From an optimization exercise on the open Yosys and OpenROAD flow, aimed at small area; shortcuts taken in it are not production practice.
In this exercise RTL edits were held to simulation tests only and were not proved equivalent to the original.
Power and IR drop assume default switching activity.

**design/flow/design.v**
```verilog
module sdh_xchg (
    input  wire        clk,
    input  wire        rst,
    input  wire        start,
    input  wire [2:0]  kind,
    input  wire [7:0]  b,        
    input  wire [15:0] a,        
    output reg         done,
    output reg         err,      
    output reg  [7:0]  cap,      
    output wire        tx_valid,
    output wire [7:0]  tx_data,
    input  wire        tx_ready,
    input  wire        rx_valid,
    input  wire [7:0]  rx_data,
    output wire        rx_ready
);
    localparam X_FLUSH   = 3'd0,
               X_CFGWR   = 3'd1,
               X_CFGRD   = 3'd2,
               X_SETADDR = 3'd3,
               X_WRHDR   = 3'd4,
               X_WRDATA  = 3'd5,
               X_RDHDR   = 3'd6,
               X_RDDATA  = 3'd7;
    localparam FLUSH_REQ = 8'h55,
               FLUSH_ACK = 8'hAA;
    localparam S_IDLE = 2'd0, S_SEND = 2'd1, S_RECV = 2'd2;
    reg [1:0]  state;
    reg [2:0]  k;
    reg [7:0]  kb;
    reg [15:0] ka;
    reg [1:0]  idx;
    reg        mism;
    function [1:0] tx_len(input [2:0] kd);
        case (kd)
            X_FLUSH:   tx_len = 2'd1;
            X_CFGWR:   tx_len = 2'd2;
            X_CFGRD:   tx_len = 2'd1;
            X_SETADDR: tx_len = 2'd3;
            X_WRHDR:   tx_len = 2'd2;
            X_WRDATA:  tx_len = 2'd1;
            X_RDHDR:   tx_len = 2'd2;
            default:   tx_len = 2'd0;
        endcase
    endfunction
    function [1:0] rx_len(input [2:0] kd);
        case (kd)
            X_CFGRD:   rx_len = 2'd2;
            X_SETADDR: rx_len = 2'd3;
            default:   rx_len = 2'd1;
        endcase
    endfunction
    function [7:0] tx_byte(input [2:0] kd, input [1:0] i, input [7:0] bb, input [15:0] aa);
        case (kd)
            X_FLUSH:   tx_byte = FLUSH_REQ;
            X_CFGWR:   tx_byte = (i == 2'd0) ? 8'h04 : bb;
            X_CFGRD:   tx_byte = 8'h02;
            X_SETADDR: tx_byte = (i == 2'd0) ? 8'h10 : (i == 2'd1) ? aa[15:8] : aa[7:0];
            X_WRHDR:   tx_byte = (i == 2'd0) ? 8'h30 : 8'h00;
            X_WRDATA:  tx_byte = bb;
            X_RDHDR:   tx_byte = (i == 2'd0) ? 8'h20 : 8'h00;
            default:   tx_byte = 8'h00;
        endcase
    endfunction
    function [7:0] rx_exp(input [2:0] kd, input [1:0] i, input [7:0] bb, input [15:0] aa);
        case (kd)
            X_FLUSH:   rx_exp = FLUSH_ACK;
            X_CFGWR:   rx_exp = 8'h05;
            X_CFGRD:   rx_exp = 8'h03;
            X_SETADDR: rx_exp = (i == 2'd0) ? 8'h11 : (i == 2'd1) ? aa[15:8] : aa[7:0];
            X_WRHDR:   rx_exp = 8'h31;
            X_WRDATA:  rx_exp = bb;
            X_RDHDR:   rx_exp = 8'h21;
            default:   rx_exp = 8'h00;
        endcase
    endfunction
    function rx_any(input [2:0] kd, input [1:0] i);
        rx_any = (kd == X_RDDATA) || (kd == X_CFGRD && i == 2'd1);
    endfunction
    assign tx_valid = (state == S_SEND);
    assign tx_data  = tx_byte(k, idx, kb, ka);
    assign rx_ready = (state == S_RECV);
    always @(posedge clk) begin
        if (rst) begin
            state <= S_IDLE;
            done  <= 1'b0;
            err   <= 1'b0;
            cap   <= 8'h00;
            k     <= 3'd0;
            kb    <= 8'h00;
            ka    <= 16'h0000;
            idx   <= 2'd0;
            mism  <= 1'b0;
        end else begin
            done <= 1'b0;
            case (state)
                S_IDLE: begin
                    if (start) begin
                        k    <= kind;
                        kb   <= b;
                        ka   <= a;
                        idx  <= 2'd0;
                        mism <= 1'b0;
                        state <= (tx_len(kind) == 2'd0) ? S_RECV : S_SEND;
                    end
                end
                S_SEND: begin
                    if (tx_ready) begin
                        if (idx == tx_len(k) - 2'd1) begin
                            idx   <= 2'd0;
                            state <= S_RECV;
                        end else begin
                            idx <= idx + 2'd1;
                        end
                    end
                end
                S_RECV: begin
                    if (rx_valid) begin
                        if (rx_any(k, idx))
                            cap <= rx_data;
                        else if (rx_data != rx_exp(k, idx, kb, ka))
                            mism <= 1'b1;
                        if (idx == rx_len(k) - 2'd1) begin
                            done  <= 1'b1;
                            err   <= mism || (!rx_any(k, idx) && rx_data != rx_exp(k, idx, kb, ka));
                            state <= S_IDLE;
                        end else begin
                            idx <= idx + 2'd1;
                        end
                    end
                end
                default: state <= S_IDLE;
            endcase
        end
    end
endmodule
module sdh_seq (
    input  wire        clk,
    input  wire        rst,
    input  wire        start,
    input  wire [2:0]  op,
    input  wire [7:0]  b,
    input  wire [15:0] a,
    output reg         done,
    output reg         err,
    output wire [7:0]  rdata,
    output wire        ex_done,
    output wire        ex_err,
    output wire [2:0]  ex_kind,
    output wire [7:0]  ex_b,
    output wire [15:0] ex_a,
    output wire        tx_valid,
    output wire [7:0]  tx_data,
    input  wire        tx_ready,
    input  wire        rx_valid,
    input  wire [7:0]  rx_data,
    output wire        rx_ready
);
    localparam Q_FLUSH   = 3'd0,   
               Q_CFGWR   = 3'd1,   
               Q_CFGRD   = 3'd2,   
               Q_SETADDR = 3'd3,   
               Q_SELECT  = 3'd4,   
               Q_WRBYTE  = 3'd5,   
               Q_XCHG    = 3'd6;   
    localparam X_FLUSH   = 3'd0,
               X_CFGWR   = 3'd1,
               X_CFGRD   = 3'd2,
               X_SETADDR = 3'd3,
               X_WRHDR   = 3'd4,
               X_WRDATA  = 3'd5,
               X_RDHDR   = 3'd6,
               X_RDDATA  = 3'd7;
    reg        busy;
    reg        waiting;
    reg [2:0]  q;
    reg [7:0]  qb;
    reg [15:0] qa;
    reg [2:0]  step;
    reg        x_start;
    reg [2:0]  x_kind;
    reg [7:0]  x_b;
    reg [15:0] x_a;
    wire       x_done, x_err;
    wire [7:0] x_cap;
    function [2:0] n_steps(input [2:0] o);
        case (o)
            Q_SELECT: n_steps = 3'd4;
            Q_WRBYTE: n_steps = 3'd3;
            Q_XCHG:   n_steps = 3'd5;
            default:  n_steps = 3'd1;
        endcase
    endfunction
    always @(*) begin
        x_kind = X_CFGWR;
        x_b    = qb;
        x_a    = qa;
        case (q)
            Q_FLUSH:   x_kind = X_FLUSH;
            Q_CFGWR:   x_kind = X_CFGWR;
            Q_CFGRD:   x_kind = X_CFGRD;
            Q_SETADDR: x_kind = X_SETADDR;
            Q_SELECT: begin
                case (step)
                    3'd0: begin x_kind = X_CFGWR; x_b = 8'h01; end
                    3'd1: begin x_kind = X_SETADDR; x_a = 16'hA602; end
                    3'd2: x_kind = X_WRHDR;
                    default: x_kind = X_WRDATA;
                endcase
            end
            Q_WRBYTE: begin
                case (step)
                    3'd0: x_kind = X_SETADDR;
                    3'd1: x_kind = X_WRHDR;
                    default: x_kind = X_WRDATA;
                endcase
            end
            default: begin  
                case (step)
                    3'd0: begin x_kind = X_SETADDR; x_a = 16'hA603; end
                    3'd1: x_kind = X_WRHDR;
                    3'd2: x_kind = X_WRDATA;
                    3'd3: x_kind = X_RDHDR;
                    default: x_kind = X_RDDATA;
                endcase
            end
        endcase
    end
    sdh_xchg u_xchg (
        .clk(clk), .rst(rst),
        .start(x_start), .kind(x_kind), .b(x_b), .a(x_a),
        .done(x_done), .err(x_err), .cap(x_cap),
        .tx_valid(tx_valid), .tx_data(tx_data), .tx_ready(tx_ready),
        .rx_valid(rx_valid), .rx_data(rx_data), .rx_ready(rx_ready)
    );
    reg [2:0]  cur_kind;
    reg [7:0]  cur_b;
    reg [15:0] cur_a;
    assign ex_done = x_done;
    assign ex_err  = x_err;
    assign ex_kind = cur_kind;
    assign ex_b    = cur_b;
    assign ex_a    = cur_a;
    assign rdata   = x_cap;
    always @(posedge clk) begin
        if (rst) begin
            busy     <= 1'b0;
            waiting  <= 1'b0;
            done     <= 1'b0;
            err      <= 1'b0;
            q        <= 3'd0;
            qb       <= 8'h00;
            qa       <= 16'h0000;
            step     <= 3'd0;
            x_start  <= 1'b0;
            cur_kind <= 3'd0;
            cur_b    <= 8'h00;
            cur_a    <= 16'h0000;
        end else begin
            done    <= 1'b0;
            x_start <= 1'b0;
            if (!busy) begin
                if (start) begin
                    busy    <= 1'b1;
                    waiting <= 1'b0;
                    q       <= op;
                    qb      <= b;
                    qa      <= a;
                    step    <= 3'd0;
                end
            end else if (!waiting) begin
                x_start  <= 1'b1;
                waiting  <= 1'b1;
                cur_kind <= x_kind;
                cur_b    <= x_b;
                cur_a    <= x_a;
            end else if (x_done) begin
                waiting <= 1'b0;
                if (x_err || step == n_steps(q) - 3'd1) begin
                    busy <= 1'b0;
                    done <= 1'b1;
                    err  <= x_err;
                end else begin
                    step <= step + 3'd1;
                end
            end
        end
    end
endmodule
module sdh_fdiv #(
    parameter integer F_CLK = 50000000
) (
    input  wire        clk,
    input  wire        rst,
    input  wire        start,
    input  wire [31:0] hz,       
    output reg         done,
    output reg  [7:0]  fdiv
);
    localparam [31:0] FCLK = F_CLK;
    localparam integer NB = 32;
    reg        busy;
    reg [31:0] d;        
    reg [31:0] num;      
    reg [32:0] rem;
    reg [31:0] quo;
    reg [5:0]  cnt;
    wire [32:0] rem_sh  = {rem[31:0], num[31]};
    wire        ge      = rem_sh >= {1'b0, d};
    wire [32:0] rem_nx  = ge ? rem_sh - {1'b0, d} : rem_sh;
    wire [31:0] quo_nx  = {quo[30:0], ge};
    wire [33:0] twice_r = {rem, 1'b0};
    wire        up      = (twice_r > {2'b00, d}) || ((twice_r == {2'b00, d}) && quo[0]);
    wire [32:0] qr      = {1'b0, quo} + {32'd0, up};
    always @(posedge clk) begin
        if (rst) begin
            busy <= 1'b0;
            done <= 1'b0;
            fdiv <= 8'h00;
            d    <= 32'd0;
            num  <= 32'd0;
            rem  <= 33'd0;
            quo  <= 32'd0;
            cnt  <= 6'd0;
        end else begin
            done <= 1'b0;
            if (!busy) begin
                if (start) begin
                    busy <= 1'b1;
                    d    <= hz;
                    num  <= FCLK;
                    rem  <= 33'd0;
                    quo  <= 32'd0;
                    cnt  <= 6'd0;
                end
            end else if (cnt != NB[5:0]) begin
                rem <= rem_nx;
                quo <= quo_nx;
                num <= {num[30:0], 1'b0};
                cnt <= cnt + 6'd1;
            end else begin
                busy <= 1'b0;
                done <= 1'b1;
                if (qr == 33'd0)
                    fdiv <= 8'd0;
                else if (qr > 33'd256)
                    fdiv <= 8'd255;
                else
                    fdiv <= qr[7:0] - 8'd1;
            end
        end
    end
endmodule
module sdh_crc7 (
    input  wire [39:0] data,    
    output reg  [6:0]  crc
);
    integer i;
    reg fb;
    always @(*) begin
        crc = 7'd0;
        for (i = 39; i >= 0; i = i - 1) begin
            fb  = crc[6] ^ data[i];
            crc = {crc[5:0], 1'b0};
            if (fb)
                crc = crc ^ 7'h09;
        end
    end
endmodule
module sdh_decode (
    input  wire [2:0]  shape,    
    input  wire [31:0] ext,
    output reg         busy,
    output reg         vdd_valid,
    output reg  [5:0]  vdd_low,
    output reg  [5:0]  vdd_high,
    output reg  [1:0]  va
);
    localparam SH_R1 = 3'd0, SH_R1B = 3'd1, SH_R2 = 3'd2, SH_R3 = 3'd3, SH_R7 = 3'd4;
    wire [8:0] vdd_map = ext[23:15];
    integer i;
    reg [3:0] lo, hi;
    always @(*) begin
        lo = 4'd0;
        hi = 4'd0;
        for (i = 8; i >= 0; i = i - 1)
            if (vdd_map[i]) lo = i[3:0];
        for (i = 0; i <= 8; i = i + 1)
            if (vdd_map[i]) hi = i[3:0];
        busy      = 1'b0;
        vdd_valid = 1'b0;
        vdd_low   = 6'd0;
        vdd_high  = 6'd0;
        va        = 2'd0;
        case (shape)
            SH_R1B: busy = (ext[7:0] == 8'h00);
            SH_R3: begin
                busy = ~ext[31];
                if (vdd_map != 9'd0) begin
                    vdd_valid = 1'b1;
                    vdd_low   = 6'd27 + {2'b00, lo};
                    vdd_high  = 6'd28 + {2'b00, hi};
                end
            end
            SH_R7: begin
                if (ext[11:8] == 4'b0001)
                    va = 2'd1;
                else if (ext[11:8] == 4'b0010)
                    va = 2'd2;
            end
            default: ;
        endcase
    end
endmodule
module sdh_top #(
    parameter integer F_CLK = 50000000
) (
    input  wire        clk,
    input  wire        rst,
    input  wire        req_valid,
    output wire        req_ready,
    input  wire [3:0]  req_op,
    input  wire [31:0] req_arg,
    input  wire [5:0]  req_cmd,
    input  wire        req_keep,
    output reg         rsp_valid,
    output reg  [3:0]  rsp_status,
    output reg  [7:0]  rsp_data,
    output reg  [5:0]  rsp_cmd,
    output reg  [2:0]  rsp_shape,
    output reg  [7:0]  rsp_token,
    output reg  [31:0] rsp_ext,
    output reg  [3:0]  rsp_npoll,
    output wire        rsp_busy,
    output wire        rsp_vdd_valid,
    output wire [5:0]  rsp_vdd_low,
    output wire [5:0]  rsp_vdd_high,
    output wire [1:0]  rsp_va,
    output reg         sh_link,
    output reg         sh_en,
    output reg         sh_ai,
    output reg  [15:0] sh_addr,
    output reg  [2:0]  sh_cs,
    output reg         sh_fdiv_valid,
    output reg  [7:0]  sh_fdiv,
    output wire        tx_valid,
    output wire [7:0]  tx_data,
    input  wire        tx_ready,
    input  wire        rx_valid,
    input  wire [7:0]  rx_data,
    output wire        rx_ready
);
    localparam OP_INIT = 4'd0, OP_CLOSE = 4'd1, OP_ENABLE = 4'd2, OP_DISABLE = 4'd3,
               OP_SETADDR = 4'd4, OP_SETAI = 4'd5, OP_RDCFG = 4'd6, OP_SPEED = 4'd7,
               OP_SELECT = 4'd8, OP_XCHG = 4'd9, OP_SDCMD = 4'd10, OP_SDACMD = 4'd11;
    localparam ST_OK = 4'd0, ST_RANGE = 4'd1, ST_VALUE = 4'd2, ST_STATE = 4'd3,
               ST_PROTO = 4'd4, ST_NOTOKEN = 4'd5, ST_R1ERR = 4'd6, ST_EXTERR = 4'd7,
               ST_BADOP = 4'd8;
    localparam CS_FLASH = 3'd0, CS_RTC = 3'd1, CS_SD = 3'd2, CS_NONE = 3'd3, CS_UNKNOWN = 3'd4;
    localparam SH_R1 = 3'd0, SH_R1B = 3'd1, SH_R2 = 3'd2, SH_R3 = 3'd3, SH_R7 = 3'd4;
    localparam Q_FLUSH = 3'd0, Q_CFGWR = 3'd1, Q_CFGRD = 3'd2, Q_SETADDR = 3'd3,
               Q_SELECT = 3'd4, Q_WRBYTE = 3'd5, Q_XCHG = 3'd6;
    localparam X_CFGWR = 3'd1, X_SETADDR = 3'd3, X_WRDATA = 3'd5, X_RDDATA = 3'd7;
    localparam S_IDLE     = 5'd0,
               S_CHECK    = 5'd1,
               S_INIT     = 5'd2,
               S_SINGLE   = 5'd3,
               S_DIV      = 5'd4,
               S_SPEED    = 5'd5,
               S_SELECT   = 5'd6,
               S_XCHG     = 5'd7,
               S_SD_SEL   = 5'd8,
               S_SD_FRAME = 5'd9,
               S_SD_POLL  = 5'd10,
               S_SD_EXT   = 5'd11,
               S_SD_FLUSH = 5'd12,
               S_SD_DESEL = 5'd13,
               S_SD_END   = 5'd14;
    function [2:0] extra(input [2:0] sh);
        case (sh)
            SH_R1B, SH_R2: extra = 3'd1;
            SH_R3, SH_R7:  extra = 3'd4;
            default:       extra = 3'd0;
        endcase
    endfunction
    function [7:0] cs_mask(input [1:0] t);
        case (t)
            2'd0: cs_mask = 8'hFE;
            2'd1: cs_mask = 8'hFD;
            2'd2: cs_mask = 8'hFB;
            default: cs_mask = 8'hFF;
        endcase
    endfunction
    reg [4:0]  state;
    reg        issued;
    reg [3:0]  r_op;
    reg [31:0] r_arg;
    reg [5:0]  r_cmd;
    reg        r_keep;
    reg        c_first;      
    reg [5:0]  c_cmd;
    reg [31:0] c_arg;
    reg        c_keep;
    reg [2:0]  c_shape;
    reg [2:0]  cnt;
    reg [3:0]  err_code;
    reg        q_start;
    reg [2:0]  q_op;
    reg [7:0]  q_b;
    reg [15:0] q_a;
    wire       q_done, q_err;
    wire [7:0] q_rdata;
    wire       ex_done, ex_err;
    wire [2:0] ex_kind;
    wire [7:0] ex_b;
    wire [15:0] ex_a;
    sdh_seq u_seq (
        .clk(clk), .rst(rst),
        .start(q_start), .op(q_op), .b(q_b), .a(q_a),
        .done(q_done), .err(q_err), .rdata(q_rdata),
        .ex_done(ex_done), .ex_err(ex_err), .ex_kind(ex_kind), .ex_b(ex_b), .ex_a(ex_a),
        .tx_valid(tx_valid), .tx_data(tx_data), .tx_ready(tx_ready),
        .rx_valid(rx_valid), .rx_data(rx_data), .rx_ready(rx_ready)
    );
    reg        div_start;
    wire       div_done;
    wire [7:0] div_fdiv;
    sdh_fdiv #(.F_CLK(F_CLK)) u_fdiv (
        .clk(clk), .rst(rst),
        .start(div_start), .hz(r_arg),
        .done(div_done), .fdiv(div_fdiv)
    );
    wire [39:0] hdr = {2'b01, c_cmd, c_arg};
    wire [6:0]  crc;
    sdh_crc7 u_crc (.data(hdr), .crc(crc));
    wire [47:0] frame = {hdr, crc, 1'b1};
    reg  [7:0]  frame_byte;
    always @(*) begin
        case (cnt)
            3'd0: frame_byte = frame[47:40];
            3'd1: frame_byte = frame[39:32];
            3'd2: frame_byte = frame[31:24];
            3'd3: frame_byte = frame[23:16];
            3'd4: frame_byte = frame[15:8];
            default: frame_byte = frame[7:0];
        endcase
    end
    sdh_decode u_dec (
        .shape(rsp_shape), .ext(rsp_ext),
        .busy(rsp_busy), .vdd_valid(rsp_vdd_valid),
        .vdd_low(rsp_vdd_low), .vdd_high(rsp_vdd_high), .va(rsp_va)
    );
    assign req_ready = (state == S_IDLE);
    reg [3:0] r_cmd_shape;
    reg [3:0] r_acmd_shape;
    always @(*) begin
        case (r_cmd)
            6'd0, 6'd1, 6'd6, 6'd9, 6'd10, 6'd16, 6'd17, 6'd18, 6'd24, 6'd25, 6'd27,
            6'd30, 6'd32, 6'd33, 6'd42, 6'd55, 6'd56, 6'd59:
                r_cmd_shape = {1'b1, SH_R1};
            6'd12, 6'd28, 6'd29, 6'd38:
                r_cmd_shape = {1'b1, SH_R1B};
            6'd13:  r_cmd_shape = {1'b1, SH_R2};
            6'd58:  r_cmd_shape = {1'b1, SH_R3};
            6'd8:   r_cmd_shape = {1'b1, SH_R7};
            default: r_cmd_shape = 4'b0000;
        endcase
        case (r_cmd)
            6'd22, 6'd23, 6'd41, 6'd42, 6'd51: r_acmd_shape = {1'b1, SH_R1};
            6'd13:   r_acmd_shape = {1'b1, SH_R2};
            default: r_acmd_shape = 4'b0000;
        endcase
    end
    always @(posedge clk) begin
        if (rst) begin
            state         <= S_IDLE;
            issued        <= 1'b0;
            r_op          <= 4'd0;
            r_arg         <= 32'd0;
            r_cmd         <= 6'd0;
            r_keep        <= 1'b0;
            c_first       <= 1'b0;
            c_cmd         <= 6'd0;
            c_arg         <= 32'd0;
            c_keep        <= 1'b0;
            c_shape       <= SH_R1;
            cnt           <= 3'd0;
            err_code      <= ST_OK;
            q_start       <= 1'b0;
            q_op          <= Q_FLUSH;
            q_b           <= 8'h00;
            q_a           <= 16'h0000;
            div_start     <= 1'b0;
            rsp_valid     <= 1'b0;
            rsp_status    <= ST_OK;
            rsp_data      <= 8'h00;
            rsp_cmd       <= 6'd0;
            rsp_shape     <= SH_R1;
            rsp_token     <= 8'h00;
            rsp_ext       <= 32'd0;
            rsp_npoll     <= 4'd0;
            sh_link       <= 1'b0;
            sh_en         <= 1'b0;
            sh_ai         <= 1'b0;
            sh_addr       <= 16'h0000;
            sh_cs         <= CS_UNKNOWN;
            sh_fdiv_valid <= 1'b0;
            sh_fdiv       <= 8'h00;
        end else begin
            rsp_valid <= 1'b0;
            q_start   <= 1'b0;
            div_start <= 1'b0;
            if (ex_done && !ex_err) begin
                case (ex_kind)
                    X_CFGWR: begin
                        sh_en <= ex_b[0];
                        sh_ai <= ex_b[1];
                    end
                    X_SETADDR: sh_addr <= ex_a;
                    X_WRDATA, X_RDDATA: if (sh_ai) sh_addr <= sh_addr + 16'd1;
                    default: ;
                endcase
            end
            case (state)
                S_IDLE: begin
                    if (req_valid) begin
                        r_op   <= req_op;
                        r_arg  <= req_arg;
                        r_cmd  <= req_cmd;
                        r_keep <= req_keep;
                        state  <= S_CHECK;
                    end
                end
                S_CHECK: begin
                    issued   <= 1'b0;
                    cnt      <= 3'd0;
                    err_code <= ST_OK;
                    case (r_op)
                        OP_INIT: begin
                            if (sh_link) begin
                                rsp_status <= ST_STATE;
                                rsp_valid  <= 1'b1;
                                state      <= S_IDLE;
                            end else begin
                                sh_link <= 1'b1;
                                state   <= S_INIT;
                            end
                        end
                        OP_CLOSE: begin
                            sh_link       <= 1'b0;
                            sh_en         <= 1'b0;
                            sh_ai         <= 1'b0;
                            sh_addr       <= 16'h0000;
                            sh_cs         <= CS_UNKNOWN;
                            sh_fdiv_valid <= 1'b0;
                            rsp_status    <= ST_OK;
                            rsp_valid     <= 1'b1;
                            state         <= S_IDLE;
                        end
                        OP_ENABLE, OP_DISABLE, OP_SETADDR, OP_SETAI, OP_RDCFG: begin
                            if (!sh_link || (r_op == OP_ENABLE && sh_en) ||
                                (r_op != OP_ENABLE && r_op != OP_RDCFG && !sh_en)) begin
                                rsp_status <= ST_STATE;
                                rsp_valid  <= 1'b1;
                                state      <= S_IDLE;
                            end else begin
                                case (r_op)
                                    OP_ENABLE:  begin q_op <= Q_CFGWR; q_b <= {6'd0, sh_ai, 1'b1}; end
                                    OP_DISABLE: begin q_op <= Q_CFGWR; q_b <= {6'd0, sh_ai, 1'b0}; end
                                    OP_SETADDR: begin q_op <= Q_SETADDR; q_a <= r_arg[15:0]; end
                                    OP_SETAI:   begin q_op <= Q_CFGWR; q_b <= {6'd0, r_arg[0], 1'b1}; end
                                    default:    q_op <= Q_CFGRD;
                                endcase
                                state <= S_SINGLE;
                            end
                        end
                        OP_SPEED: begin
                            if (r_arg == 32'd0) begin
                                rsp_status <= ST_RANGE;
                                rsp_valid  <= 1'b1;
                                state      <= S_IDLE;
                            end else if (!sh_link || !sh_en) begin
                                rsp_status <= ST_STATE;
                                rsp_valid  <= 1'b1;
                                state      <= S_IDLE;
                            end else begin
                                state <= S_DIV;
                            end
                        end
                        OP_SELECT, OP_XCHG: begin
                            if (!sh_link || !sh_en) begin
                                rsp_status <= ST_STATE;
                                rsp_valid  <= 1'b1;
                                state      <= S_IDLE;
                            end else begin
                                state <= (r_op == OP_SELECT) ? S_SELECT : S_XCHG;
                            end
                        end
                        OP_SDCMD, OP_SDACMD: begin
                            if ((r_op == OP_SDCMD) ? !r_cmd_shape[3] : !r_acmd_shape[3]) begin
                                rsp_status <= ST_VALUE;
                                rsp_valid  <= 1'b1;
                                state      <= S_IDLE;
                            end else if (!sh_link || !sh_en) begin
                                rsp_status <= ST_STATE;
                                rsp_valid  <= 1'b1;
                                state      <= S_IDLE;
                            end else begin
                                if (r_op == OP_SDACMD) begin
                                    c_first <= 1'b1;
                                    c_cmd   <= 6'd55;
                                    c_arg   <= 32'd0;
                                    c_keep  <= 1'b0;
                                    c_shape <= SH_R1;
                                end else begin
                                    c_first <= 1'b0;
                                    c_cmd   <= r_cmd;
                                    c_arg   <= r_arg;
                                    c_keep  <= r_keep;
                                    c_shape <= r_cmd_shape[2:0];
                                end
                                rsp_token <= 8'h00;
                                rsp_ext   <= 32'd0;
                                rsp_npoll <= 4'd0;
                                state     <= S_SD_SEL;
                            end
                        end
                        default: begin
                            rsp_status <= ST_BADOP;
                            rsp_valid  <= 1'b1;
                            state      <= S_IDLE;
                        end
                    endcase
                end
                S_INIT: begin
                    if (!issued) begin
                        issued  <= 1'b1;
                        q_start <= 1'b1;
                        case (cnt)
                            3'd0: q_op <= Q_FLUSH;
                            3'd1: begin q_op <= Q_CFGWR; q_b <= 8'h01; end
                            3'd2: begin q_op <= Q_SETADDR; q_a <= 16'h0000; end
                            default: begin q_op <= Q_CFGWR; q_b <= 8'h00; end
                        endcase
                    end else if (q_done) begin
                        issued <= 1'b0;
                        if (q_err || cnt == 3'd3) begin
                            sh_link       <= !q_err;
                            sh_en         <= 1'b0;
                            sh_ai         <= 1'b0;
                            sh_addr       <= 16'h0000;
                            sh_cs         <= CS_UNKNOWN;
                            sh_fdiv_valid <= 1'b0;
                            rsp_status    <= q_err ? ST_PROTO : ST_OK;
                            rsp_valid     <= 1'b1;
                            state         <= S_IDLE;
                        end else begin
                            cnt <= cnt + 3'd1;
                        end
                    end
                end
                S_SINGLE: begin
                    if (!issued) begin
                        issued  <= 1'b1;
                        q_start <= 1'b1;
                    end else if (q_done) begin
                        issued     <= 1'b0;
                        rsp_status <= q_err ? ST_PROTO : ST_OK;
                        rsp_data   <= q_rdata;
                        rsp_valid  <= 1'b1;
                        state      <= S_IDLE;
                    end
                end
                S_DIV: begin
                    if (!issued) begin
                        issued    <= 1'b1;
                        div_start <= 1'b1;
                    end else if (div_done) begin
                        issued <= 1'b0;
                        state  <= S_SPEED;
                    end
                end
                S_SPEED: begin
                    if (!issued) begin
                        issued  <= 1'b1;
                        q_start <= 1'b1;
                        q_op    <= Q_WRBYTE;
                        q_a     <= 16'hA601;
                        q_b     <= div_fdiv;
                    end else if (q_done) begin
                        issued <= 1'b0;
                        if (!q_err) begin
                            sh_fdiv_valid <= 1'b1;
                            sh_fdiv       <= div_fdiv;
                        end
                        rsp_status <= q_err ? ST_PROTO : ST_OK;
                        rsp_data   <= div_fdiv;
                        rsp_valid  <= 1'b1;
                        state      <= S_IDLE;
                    end
                end
                S_SELECT: begin
                    if (!issued) begin
                        issued  <= 1'b1;
                        q_start <= 1'b1;
                        q_op    <= Q_SELECT;
                        q_b     <= cs_mask(r_arg[1:0]);
                    end else if (q_done) begin
                        issued <= 1'b0;
                        if (!q_err)
                            sh_cs <= {1'b0, r_arg[1:0]};
                        rsp_status <= q_err ? ST_PROTO : ST_OK;
                        rsp_valid  <= 1'b1;
                        state      <= S_IDLE;
                    end
                end
                S_XCHG: begin
                    if (!issued) begin
                        issued  <= 1'b1;
                        q_start <= 1'b1;
                        q_op    <= Q_XCHG;
                        q_b     <= r_arg[7:0];
                    end else if (q_done) begin
                        issued     <= 1'b0;
                        rsp_status <= q_err ? ST_PROTO : ST_OK;
                        rsp_data   <= q_rdata;
                        rsp_valid  <= 1'b1;
                        state      <= S_IDLE;
                    end
                end
                S_SD_SEL: begin
                    if (!issued) begin
                        issued  <= 1'b1;
                        q_start <= 1'b1;
                        q_op    <= Q_SELECT;
                        q_b     <= 8'hFB;
                    end else if (q_done) begin
                        issued <= 1'b0;
                        cnt    <= 3'd0;
                        if (q_err) begin
                            err_code <= ST_PROTO;
                            state    <= S_SD_FLUSH;
                        end else begin
                            sh_cs <= CS_SD;
                            state <= S_SD_FRAME;
                        end
                    end
                end
                S_SD_FRAME: begin
                    if (!issued) begin
                        issued  <= 1'b1;
                        q_start <= 1'b1;
                        q_op    <= Q_XCHG;
                        q_b     <= frame_byte;
                    end else if (q_done) begin
                        issued <= 1'b0;
                        if (q_err) begin
                            err_code <= ST_PROTO;
                            cnt      <= 3'd0;
                            state    <= S_SD_FLUSH;
                        end else if (cnt == 3'd5) begin
                            cnt   <= 3'd0;
                            state <= S_SD_POLL;
                        end else begin
                            cnt <= cnt + 3'd1;
                        end
                    end
                end
                S_SD_POLL: begin
                    if (!issued) begin
                        issued  <= 1'b1;
                        q_start <= 1'b1;
                        q_op    <= Q_XCHG;
                        q_b     <= 8'hFF;
                    end else if (q_done) begin
                        issued <= 1'b0;
                        if (q_err) begin
                            err_code <= ST_PROTO;
                            cnt      <= 3'd0;
                            state    <= S_SD_FLUSH;
                        end else begin
                            rsp_npoll <= rsp_npoll + 4'd1;
                            if (!q_rdata[7]) begin
                                rsp_token <= q_rdata;
                                cnt       <= 3'd0;
                                if (q_rdata[6:1] != 6'd0) begin
                                    err_code <= ST_R1ERR;
                                    state    <= S_SD_FLUSH;
                                end else if (extra(c_shape) == 3'd0) begin
                                    state <= S_SD_FLUSH;
                                end else begin
                                    state <= S_SD_EXT;
                                end
                            end else if (cnt == 3'd7) begin
                                err_code <= ST_NOTOKEN;
                                cnt      <= 3'd0;
                                state    <= S_SD_FLUSH;
                            end else begin
                                cnt <= cnt + 3'd1;
                            end
                        end
                    end
                end
                S_SD_EXT: begin
                    if (!issued) begin
                        issued  <= 1'b1;
                        q_start <= 1'b1;
                        q_op    <= Q_XCHG;
                        q_b     <= 8'hFF;
                    end else if (q_done) begin
                        issued <= 1'b0;
                        if (q_err) begin
                            err_code <= ST_PROTO;
                            cnt      <= 3'd0;
                            state    <= S_SD_FLUSH;
                        end else begin
                            rsp_ext <= {rsp_ext[23:0], q_rdata};
                            if (cnt == extra(c_shape) - 3'd1) begin
                                if (c_shape == SH_R2 && (rsp_token[6:1] != 6'd0 || q_rdata[7:1] != 7'd0))
                                    err_code <= ST_EXTERR;
                                cnt   <= 3'd0;
                                state <= S_SD_FLUSH;
                            end else begin
                                cnt <= cnt + 3'd1;
                            end
                        end
                    end
                end
                S_SD_FLUSH: begin
                    if (!issued) begin
                        issued  <= 1'b1;
                        q_start <= 1'b1;
                        q_op    <= Q_XCHG;
                        q_b     <= 8'hFF;
                    end else if (q_done) begin
                        issued <= 1'b0;
                        if (q_err) begin
                            if (err_code == ST_OK)
                                err_code <= ST_PROTO;
                            state <= S_SD_DESEL;
                        end else if (cnt == 3'd1) begin
                            state <= (err_code != ST_OK || !c_keep) ? S_SD_DESEL : S_SD_END;
                        end else begin
                            cnt <= cnt + 3'd1;
                        end
                    end
                end
                S_SD_DESEL: begin
                    if (!issued) begin
                        issued  <= 1'b1;
                        q_start <= 1'b1;
                        q_op    <= Q_SELECT;
                        q_b     <= 8'hFF;
                    end else if (q_done) begin
                        issued <= 1'b0;
                        if (q_err) begin
                            if (err_code == ST_OK)
                                err_code <= ST_PROTO;
                        end else begin
                            sh_cs <= CS_NONE;
                        end
                        state <= S_SD_END;
                    end
                end
                S_SD_END: begin
                    if (c_first && err_code == ST_OK) begin
                        c_first   <= 1'b0;
                        c_cmd     <= r_cmd;
                        c_arg     <= r_arg;
                        c_keep    <= r_keep;
                        c_shape   <= r_acmd_shape[2:0];
                        cnt       <= 3'd0;
                        rsp_token <= 8'h00;
                        rsp_ext   <= 32'd0;
                        rsp_npoll <= 4'd0;
                        state     <= S_SD_SEL;
                    end else begin
                        rsp_status <= err_code;
                        rsp_cmd    <= c_cmd;
                        rsp_shape  <= c_shape;
                        rsp_valid  <= 1'b1;
                        state      <= S_IDLE;
                    end
                end
                default: state <= S_IDLE;
            endcase
        end
    end
endmodule
```
**design/flow/run.sh**
```bash
#!/bin/bash
# synth_recipe.tcl (not shown) runs the flow's synth.tcl, then flattens the netlist and writes it again
# the make line also repeats each setting of config.mk as NAME=value (left out here)
make -C /OpenROAD-flow-scripts/flow DESIGN_CONFIG=/design/flow/config.mk WORK_HOME=/design/flow/orfs CLKGATE_MAP_FILE= SYNTH_SCRIPT=/design/flow/synth_recipe.tcl finish
```
**design/flow/config.mk**
```make
export PLATFORM = sky130hd
export DESIGN_NAME = sdh_top
export DESIGN_NICKNAME = sdh_top
export VERILOG_FILES = /design/flow/design.v
export SDC_FILE = /design/flow/constraint.sdc
export NUM_CORES = 4
export LEC_CHECK = 0
export CAP_MARGIN = 20
export CORE_MARGIN = 2
export CORE_UTILIZATION = 40
export SLEW_MARGIN = 20
```
**design/flow/constraint.sdc**
```tcl
create_clock -name core_clock -period 10.0 [get_ports {clk}]
set_input_delay 2.0000 -clock core_clock [delete_from_list [all_inputs] [get_ports {clk}]]
set_output_delay 2.0000 -clock core_clock [all_outputs]
set_load 0.01 [all_outputs]
```
==> impl_metrics.py <==
metrics = {
    "outcome": {
        "outcome": "timing/DRC/antenna clean",
    },
    "critical_path": {
        "regToRegSetupSlack_ns": 4.19,
        "crit_path_start_kind": "flip-flop",
        "cp.required_ns": 10.45,
        "reg2reg_depth": 23,
        "r2r-end": "u_fdiv.fdiv[7]$_SDFFE_PP0P_",
        "critPathCaptureType": "flip-flop",
        "worstPathMaxFanout": 9,
        "reg2reg_from": "u_fdiv.d[10]$_SDFFE_PP0P_",
        "crit_type": "reg2reg",
        "cp.arrival_ns": 6.26,
    },
    "placement": {
        "port_buffers": 178,
        "hpwl_um": 52000,
        "place_ws_ns": 4.21,
        "routabilityCongestion": 0.901,
        "placed_area_um2": 25900,
    },
    "route": {
        "firstDrtPassIters": 6,
        "drc_errors": 0,
        "detail-route-antenna-nets": 0,
        "dr_total_vias": 22500,
        "drt_iter0_markers": 1908,
        "via_per_inst": 5.63,
        "wl_per_cell_um": 18.4,
        "routed_wl_um": 73300,
    },
    "synth": {
        "yosys_warnings": 6,
        "synth_top_flop_cell": "dfxtp_1",
        "ys_ff_latch": 462,
        "syn_avg_cell_area_um2": 7.58,
        "synth_cell_types": 78,
        "syn_inst": 3127,
        "synth-async-reset-ratio_pct": 0,
        "synth_seq_area_share_pct": 39.0,
        "synth_edf_count": 0,
        "syn_nets": 3244,
        "syn-cell-area_um2": 23700,
    },
    "pwr": {
        "pwr_density_cell_nw_per_um2": 255,
        "vdd_drop_max_mv": 0.326,
        "p_leak_nw": 9.76,
    },
    "job": {
        "cap_violations": 0,
    },
    "worst_hold_path": {
        "holdPathStages": 2,
        "min_from": "rsp_ext[24]$_SDFFE_PP0P_",
        "hold_path.class": "reg2reg",
        "min_to": "rsp_ext[24]$_SDFFE_PP0P_",
    },
    "timing": {
        "fmax_mhz": 172,
        "finalSetupTns_ns": 0,
        "tightest_slew_ns": 1.08,
        "slew_viol_final": 0,
        "max_slew_margin_pct": 28.2,
        "final_hold_viol_count": 0,
        "setup_ws_ns": 4.19,
        "period_needed_ns": 5.81,
        "finalClockSkew_ns": 0.0196,
        "setup_viol": 0,
        "rsz0062_at_grt": "no",
        "finalCritPeriodShare_pct": 58.1,
    },
    "clock_network": {
        "cts_max_level": 2,
        "clk_pin_slew_ns": 0.06,
        "cts_hold_buffers": 0,
        "clockRootBuffer": "clkbuf_16",
        "clkSinkCount": 462,
        "tritoncts": "yes",
        "cts_resized": 0,
        "clock_latency_ns": 0.62,
        "cts_setup_buffers": 0,
        "cts_buffers": 51,
        "clk_path_buf_depth": 3,
    },
    "grt": {
        "gr-total-overflow": 0,
        "grt_pass1_vias": 21000,
        "grt.total_usage_pct": 23.3,
        "grt_pass1_wl_um": 116000,
        "grt_antenna_before_repair": 0,
        "grt_max_degree": 111,
    },
    "floorplan": {
        "die_h_um": 247,
        "ios": 180,
        "fp.dieArea_um2": 61200,
        "start_util_pct": 40.3,
        "die_x_um": 247,
        "fp-row-count": 89,
        "core_area_um2": 58800,
    },
    "final_layout": {
        "multi_input_comb_area_um2": 13400,
        "diodes": 0,
        "nFillCells": 5825,
        "final_nets": 3295,
        "final_cell_mix": "nand2_1, dfxtp_1, a21oi_1, nor2_1, clkdlybuf4s50_1",
        "final_area_um2": 27800,
        "area_delta_synth_final_pct": 17.1,
        "final_common_cell": "nand2_1",
        "seqCellArea_um2": 9250,
        "drive_gt1_share_pct": 4.82,
    },
}
registers in the layout, indices dropped and copies added, names as in the netlist, 7 cells and up:
register          count
u_fdiv.num           25
u_fdiv.quo           32
rsp_ext              32
u_seq.cur_a          16
q_b                   8
u_fdiv.rem           33
u_seq.qb              8
u_seq.qa             16
rsp_token             7
c_arg                32
u_fdiv.d             32
rsp_data              8
u_seq.u_xchg.kb       8
u_fdiv.fdiv           8
u_seq.u_xchg.cap      8
sh_fdiv               8
u_seq.u_xchg.ka      16
r_arg                32
q_a                  16
sh_addr              16
logic make-up (layout without fill, tap and decap cells):
logic type / after synthesis / after routing / synth area share [%]
other: 1 / 1 / 0.0158
muxes: 68 / 68 / 2.91
buffers and inverters: 292 / 384 / 4.71
AOI/OAI and AO/OA: 830 / 830 / 21.1
DFF: 462 / 462 / 39.0
adders and majority gates: 61 / 61 / 3.25
and+or+nand+nor: 1281 / 1281 / 23.8
xor gates and xnor gates: 132 / 132 / 5.22
per-stage QoR:
stage | hold slack, ns | power (W) | instances | utilization (%)
after global placement | 0.436 | 0.00496 | 3897 | 44.0
after floorplan | 0.427 | 0.00432 | 3127 | -
final | 0.452 | 0.00708 | 3992 | 47.2
after detailed placement | 0.446 | 0.00499 | 3898 | 44.1
after global routing | 0.460 | 0.00749 | 3992 | 47.2
after CTS | 0.454 | 0.00709 | 3992 | 47.2
worst max path at each step:
| stage | startpoint | to | slack [ns] | cells after the start |
|---|---|---|---|---|
| floorplan | u_fdiv.d[10]$_SDFFE_PP0P_ | u_fdiv.fdiv[2]$_SDFFE_PP0P_ | 5.50 | 25 |
| global placement | u_fdiv.d[10]$_SDFFE_PP0P_ | u_fdiv.fdiv[5]$_SDFFE_PP0P_ | 4.39 | 23 |
| detailed placement | u_fdiv.d[10]$_SDFFE_PP0P_ | u_fdiv.fdiv[7]$_SDFFE_PP0P_ | 4.21 | 23 |
| CTS | u_fdiv.d[10]$_SDFFE_PP0P_ | u_fdiv.fdiv[7]$_SDFFE_PP0P_ | 4.19 | 23 |
| global route | u_fdiv.d[10]$_SDFFE_PP0P_ | u_fdiv.fdiv[7]$_SDFFE_PP0P_ | 3.52 | 23 |
| finish | u_fdiv.d[10]$_SDFFE_PP0P_ | u_fdiv.fdiv[7]$_SDFFE_PP0P_ | 4.19 | 23 |
per-layer routing:
layer / global-route usage [%] / vias up / wire, µm
met2: 38.0 / 572 / 33800
met1: 32.4 / 10700 / 34300
met5: 0 / - / 0
met3: 3.24 / 102 / 3520
met4: 6.15 / 0 / 1690
li1: - / 11000 / -
power by group:
| group | leakage, nW | switching (W) | internal, W | total [W] |
|---|---|---|---|---|
| sequential | 3.73 | 0.000207 | 0.00199 | 0.00219 |
| clock | 0.907 | 0.000807 | 0.00128 | 0.00208 |
| combinational | 5.12 | 0.00170 | 0.00111 | 0.00280 |
worst max-delay path, stage by stage (launching register included):
cell and delay [ns]:
dfxtp_1 0.33, inv_1 0.05, ha_1 0.40, nand3_1 0.15
nor4_1 0.47, nand3_1 0.16, nor2_1 0.12, a21oi_1 0.05
o21a_1 0.17, o21ai_0 0.25, a311o_1 0.21, a21oi_1 0.06
o21ai_0 0.31, ha_1 0.23, ha_1 0.26, nand4_1 0.39
nor4_1 0.46, and4_1 0.25, o21a_1 0.11, o22ai_1 0.08
nor4_1 0.47, o21ai_1 0.28, o21ai_0 0.26, a21oi_1 0.10
synth_stat cells (9+ instances only):
master	number	area share, %
nor4_1	32	0.84
nor2b_1	26	0.69
o211ai_1	9	0.29
a311oi_1	11	0.41
a32o_1	9	0.38
a211oi_1	41	1.3
buf_2	9	0.19
inv_1	85	1.3
nor2_1	301	4.8
buf_1	19	0.30
xor2_1	37	1.4
a21oi_1	395	8.3
a2111oi_0	9	0.33
nand4_1	26	0.69
a22o_1	9	0.33
xnor2_1	85	3.1
a31oi_1	20	0.53
mux2i_1	60	2.5
and3_1	22	0.58
nor3_1	90	1.9
and2_1	12	0.32
nand2_1	542	8.6
o21ai_0	138	2.9
o21a_1	16	0.51
dfxtp_1	462	39
ha_1	60	3.2
nand3_1	170	3.6
a22oi_1	61	1.9
nand2b_1	19	0.50
a21o_1	26	0.82
o22ai_1	14	0.37
clkbuf_1	175	2.8
nor3b_1	9	0.29
layout make-up:
class,count,share of cell area [%]
clock buffers,75,5.43
clock inverters,19,1.24
repair buffers,203,7.11
multi-input cells,2373,48.2
flip-flops and latches,462,33.3
well taps,773,3.48
inverters,87,1.18

port drivers added, routing unchanged:
The flow's constraints put no driver on any port. The routed layout listed below was extracted and timed again, unchanged, in two steps.
Step 1 sets driving cells, clkbuf_16 on the clock port and buf_2 on the other inputs (assumed; they add their load-dependent delay and slew).
Step 2 times the ports against the registers' clock, not the clock port: input delays grow and output delays shrink by t, the midpoint of the rising clock arrivals with the driver on.
Three values: ideal, step 1, step 2; two values: the first two.
t, ns: 0.673
slack for setup (ns): 4.194 / 4.194 / 4.194
hold WS [ns]: 0.452 / 0.452 / 0.452
worst register clock-pin slew, ns: 0.07 / 0.07
After both steps this run still meets setup and hold. For this run, drivers alone change the setup slack by 0.000 ns; drivers and shift together by 0.000 ns.
